Context: an optimization exercise on an open-source flow, tuned for small area. The choices shown serve that exercise and are no tape-out recipe. Only simulation tests tie the RTL to the original design; equivalence was not proved. Power is estimated from default activity; no workload was simulated.

run A:
==> flow/design.v (excerpt) <==
module ap2_core (
    input  wire        clk,
    input  wire        rst,           
    input  wire        start,         
    input  wire [16:0] image_end,     
    output reg         mem_req,
    output reg         mem_we,
    output wire [15:0] mem_addr,
    output wire [15:0] mem_wdata,
    input  wire [15:0] mem_rdata,
    input  wire        mem_ready,
    output wire        done,          
    output wire [1:0]  stop_reason,   
    output wire [15:0] r0,
    output wire [15:0] r1,
    output wire [15:0] r2,
    output wire [15:0] r3,
    output wire [15:0] r4,
    output wire [15:0] r5,
    output wire [15:0] r6,
    output wire [15:0] r7,
    output wire [15:0] pc_out,
    output wire [15:0] sp_out,
    output wire        flag_c,
    output wire        flag_ov,
    output wire        flag_z,
    output wire        flag_s
);
For scale: about 900 cells after synthesis, ~240 I/O pins, ~9700 µm² of cells after synthesis.
clock: 10.0 ns
lec_check: 0
abc_area: 1
cap_margin: 20
core_margin: 2
core_utilization: 45
gpl_timing_driven: 0
slew_margin: 20
standard.sh (not shown) runs the stock make flow with config.mk's settings and CLKGATE_MAP_FILE= SYNTH_SCRIPT=/design/flow/synth_recipe.tcl, a recipe that flattens the netlist after the stock synthesis.
==> flow/flow/run.sh <==
#!/bin/bash
# Layout flow: the standard ORFS flow (standard.sh: the standard
# synthesis, floorplan, power grid, taps, placement, CTS and routing), with
# knobs that ORFS reads from the environment:
#  - port buffers use the smallest buffer cell (buffer_ports -buffer_cell)
#    instead of the 10 um2 delay buffer ORFS picks on its own; every input
#    and output port still gets its own buffer;
#  - CTS builds the clock tree from small clock buffers and adds no dummy
#    load cells.
# standard.sh's full output goes to standard_make.log here; each ORFS step
# keeps its own log under orfs/logs/.
set -euo pipefail
export BUFFER_PORTS_ARGS="-buffer_cell sky130_fd_sc_hd__buf_1"
export CTS_ARGS="-sink_clustering_enable -repair_clock_nets -dont_use_dummy_load -buf_list {sky130_fd_sc_hd__clkbuf_4 sky130_fd_sc_hd__clkbuf_8} -sink_clustering_size 16 -sink_clustering_max_diameter 40"
bash standard.sh > standard_make.log 2>&1
Run A: PASS, flow complete, no timing, DRC or antenna violations
Modified inputs, run B compared to run A
-- flow/flow/run.sh --
<<< run A, line 13
export BUFFER_PORTS_ARGS="-buffer_cell sky130_fd_sc_hd__buf_1"
export CTS_ARGS="-sink_clustering_enable -repair_clock_nets -dont_use_dummy_load -buf_list {sky130_fd_sc_hd__clkbuf_4 sky130_fd_sc_hd__clkbuf_8} -sink_clustering_size 16 -sink_clustering_max_diameter 40"
bash standard.sh > standard_make.log 2>&1
>>> run B, line 13
export BUFFER_PORTS_ARGS="-buffer_cell sky130_fd_sc_hd__buf_1"
export CTS_ARGS="-sink_clustering_enable -repair_clock_nets -dont_use_dummy_load -buf_list {sky130_fd_sc_hd__clkbuf_8} -sink_clustering_size 24 -sink_clustering_max_diameter 50"
bash standard.sh > standard_make.log 2>&1
-- flow/config.mk --
<<< run A, line 8
export ABC_AREA = 1
export CAP_MARGIN = 20
export CORE_MARGIN = 2
>>> run B, line 8
export ABC_AREA = 1
export CAP_MARGIN = 0
export CORE_MARGIN = 2
<<< run A, line 12
export GPL_TIMING_DRIVEN = 0
export SLEW_MARGIN = 20
>>> run B, line 12
export GPL_TIMING_DRIVEN = 0
export SLEW_MARGIN = 0
==> run summary <==
~same fraction of area in multi-input gates in run A and run B. | post-synthesis share of cell area spent on and, or, nand and nor gates | run A vs run B | ≈ equal |. Measured against each other, run A and run B differ in fraction of met2 tracks used by global routing, the higher figure coming from run B. The critical path depth reported for run B is greater than that of run A by 1. Taking run A as the reference, in run B combinational power share now larger; total chip power lost about 2%; worst hold slack increased 9.3 ps.
[inputs] run C vs run B
-- flow/config.mk --
<<< run B, line 8
export ABC_AREA = 1
export CAP_MARGIN = 0
export CORE_MARGIN = 2
>>> run C, line 8
export ABC_AREA = 1
export CAP_MARGIN = 20
export CORE_MARGIN = 2
<<< run B, line 12
export GPL_TIMING_DRIVEN = 0
export SLEW_MARGIN = 0
>>> run C, line 12
export GPL_TIMING_DRIVEN = 0
export SLEW_MARGIN = 20
Notes after the runs:
- For the number of non-clock buffers in the layout, run C came in 2 lower than run B did.
- Setup slack after layout was lower in run B than in run C.
- [compare] base=run B new=run C: first-pass GRT wire length has decreased, total power has remained practically unchanged, minimum period implied by the final worst setup slack has decreased, DRC violation count after routing has remained practically unchanged.
- On layout buffering overhead excluding clock cells, run C and run B are basically level.
- Cell-internal power, run C and run B: higher on run C
- Re sequential cell count: no difference whatsoever between run C and run B.
Setup changes, run C to run D
-- flow/flow/run.sh --
<<< run C, line 13
export BUFFER_PORTS_ARGS="-buffer_cell sky130_fd_sc_hd__buf_1"
export CTS_ARGS="-sink_clustering_enable -repair_clock_nets -dont_use_dummy_load -buf_list {sky130_fd_sc_hd__clkbuf_8} -sink_clustering_size 24 -sink_clustering_max_diameter 50"
bash standard.sh > standard_make.log 2>&1
>>> run D, line 13
export BUFFER_PORTS_ARGS="-buffer_cell sky130_fd_sc_hd__buf_1"
export CTS_ARGS="-sink_clustering_enable -repair_clock_nets -dont_use_dummy_load -buf_list {sky130_fd_sc_hd__clkbuf_8} -sink_clustering_size 20 -sink_clustering_max_diameter 40"
bash standard.sh > standard_make.log 2>&1
### Flow results
Where design area is concerned, run C is better than run D. Delta (run D minus run C): aggregate global-route resource usage held steady, power drawn by the clock network rose by about 12%. Delta (run D minus run C): final cycle utilization of the critical path now sits lower; number of gates resized after cts now sits at about the same level. Delta (run D minus run C): clock group share of total power +1.4 points, final standard cell utilization of the core +0.35 points, share of cells above drive strength 1 +0.39 points.

== cedar ==
ap2_core, a different RTL version from the one above (not shown whole).
For scale: ~1000 cells after synthesis, roughly 210 flip-flops, ~240 I/O pins, roughly 10000 um^2 of cells after synthesis.
// ap2_core
module ap2_core (
    input  wire        clk,
    input  wire        rst,           
    input  wire        start,         
    input  wire [16:0] image_end,     
    output reg         mem_req,
    output reg         mem_we,
    output wire [15:0] mem_addr,
    output wire [15:0] mem_wdata,
    input  wire [15:0] mem_rdata,
    input  wire        mem_ready,
    output wire        done,          
    output wire [1:0]  stop_reason,   
    output wire [15:0] r0,
    output wire [15:0] r1,
    output wire [15:0] r2,
    output wire [15:0] r3,
    output wire [15:0] r4,
    output wire [15:0] r5,
    output wire [15:0] r6,
    output wire [15:0] r7,
    output wire [15:0] pc_out,
    output wire [15:0] sp_out,
    output wire        flag_c,
    output wire        flag_ov,
    output wire        flag_z,
    output wire        flag_s
);
clock: 10.0 ns
lec_check: 0
abc_area: 1
cap_margin: 20
core_margin: 2
core_utilization: 45
slew_margin: 20
run.sh (not shown) runs the stock make flow with config.mk's settings and CLKGATE_MAP_FILE= SYNTH_SCRIPT=/design/flow/synth_recipe.tcl, a recipe that flattens the netlist after the stock synthesis.
Stock flow here: none of the scripts above is used.
Both conditions hold for cedar: the flow ran to the end and the final layout passed the timing, design-rule and antenna checks.
Relative to cedar, the following input files were edited for oak:
==> flow/flow/run.sh (new file) <==
#!/bin/bash
# Layout flow: the standard ORFS flow (standard.sh, unchanged synthesis,
# floorplan, power grid, taps, placement, CTS and routing), with two knobs
# that ORFS reads from the environment:
#  - port buffers use the smallest buffer cell (buffer_ports -buffer_cell)
#    instead of the 10 um2 delay buffer ORFS picks on its own; every input
#    and output port still gets its own buffer;
#  - CTS does not add dummy load cells.
set -euo pipefail
export BUFFER_PORTS_ARGS="-buffer_cell sky130_fd_sc_hd__buf_1"
export CTS_ARGS="-sink_clustering_enable -repair_clock_nets -dont_use_dummy_load"
bash standard.sh > standard_make.log 2>&1
==> flow/standard.sh (new file) <==
#!/bin/bash
# synth_recipe.tcl (not shown) runs the flow's synth.tcl, then flattens the netlist and writes it again
# the make line also repeats each setting of config.mk as NAME=value (left out here)
make -C /OpenROAD-flow-scripts/flow DESIGN_CONFIG=/design/flow/config.mk WORK_HOME=/design/flow/orfs CLKGATE_MAP_FILE= SYNTH_SCRIPT=/design/flow/synth_recipe.tcl "${@:-finish}"
removed: flow/run.sh
--- outcome ---
Every stage of the flow completed for oak, and the final layout passed the timing, design-rule and antenna checks. Of cedar and oak, the lower share of the clock period used by the worst path belongs to cedar. Fmax delta (oak − cedar): unfavourable. Diff cedar -> oak | power after layout | decrease of 0.67 mW. As of oak, post-detailed-routing wire length had risen slightly compared to cedar. Per the comparison of oak with cedar, proportion of power drawn by the clock network -1.5 points; worst max-slew margin expressed relative to the limit +4.5 points; setup slack -0.073 ns; cell area -11%; layout sequential cell count ~0 delta. Reported for cedar and oak, die area turned out identical to the last digit. Compared with cedar, oak shows a post-synthesis to final-layout area growth that is 15 points lower.

==> afterwards: timing with drivers on the ports <==
In the flow no input, the clock included, has a driving cell. The finished layouts below were timed again as built, in two steps.
Step 1, drivers: a clkbuf_16 drives clk and a buf_2 each remaining input, both assumed.
Step 2 adds t to the input delays and takes it off the output delays; t is the mean of the earliest and latest rising clock arrival at the registers after step 1. Input paths then give back, and output paths get back, about the clock's delay inside the block.
Three values: ideal ports, drivers, drivers and shift; two values: the first two.
run	t (ns)	setup WS [ns]	latest minus earliest clock arrival (ns)	pins driven straight from the clock port
run A	0.601	0.406 / 0.406 / 0.178	0.092 / 0.091	1
run B	0.584	0.350 / 0.350 / 0.201	0.099 / 0.098	1
run C	0.591	0.358 / 0.358 / 0.166	0.117 / 0.118	1
run D	0.601	0.406 / 0.406 / 0.178	0.092 / 0.091	1
cedar	0.565	0.505 / 0.505 / 0.192	0.016 / 0.016	1
oak	0.541	0.433 / 0.433 / 0.433	0.055 / 0.055	1
After both steps every run listed still meets setup and hold. For cedar, which loses most, drivers alone change the setup slack by 0.000 ns; drivers and shift together by -0.313 ns.
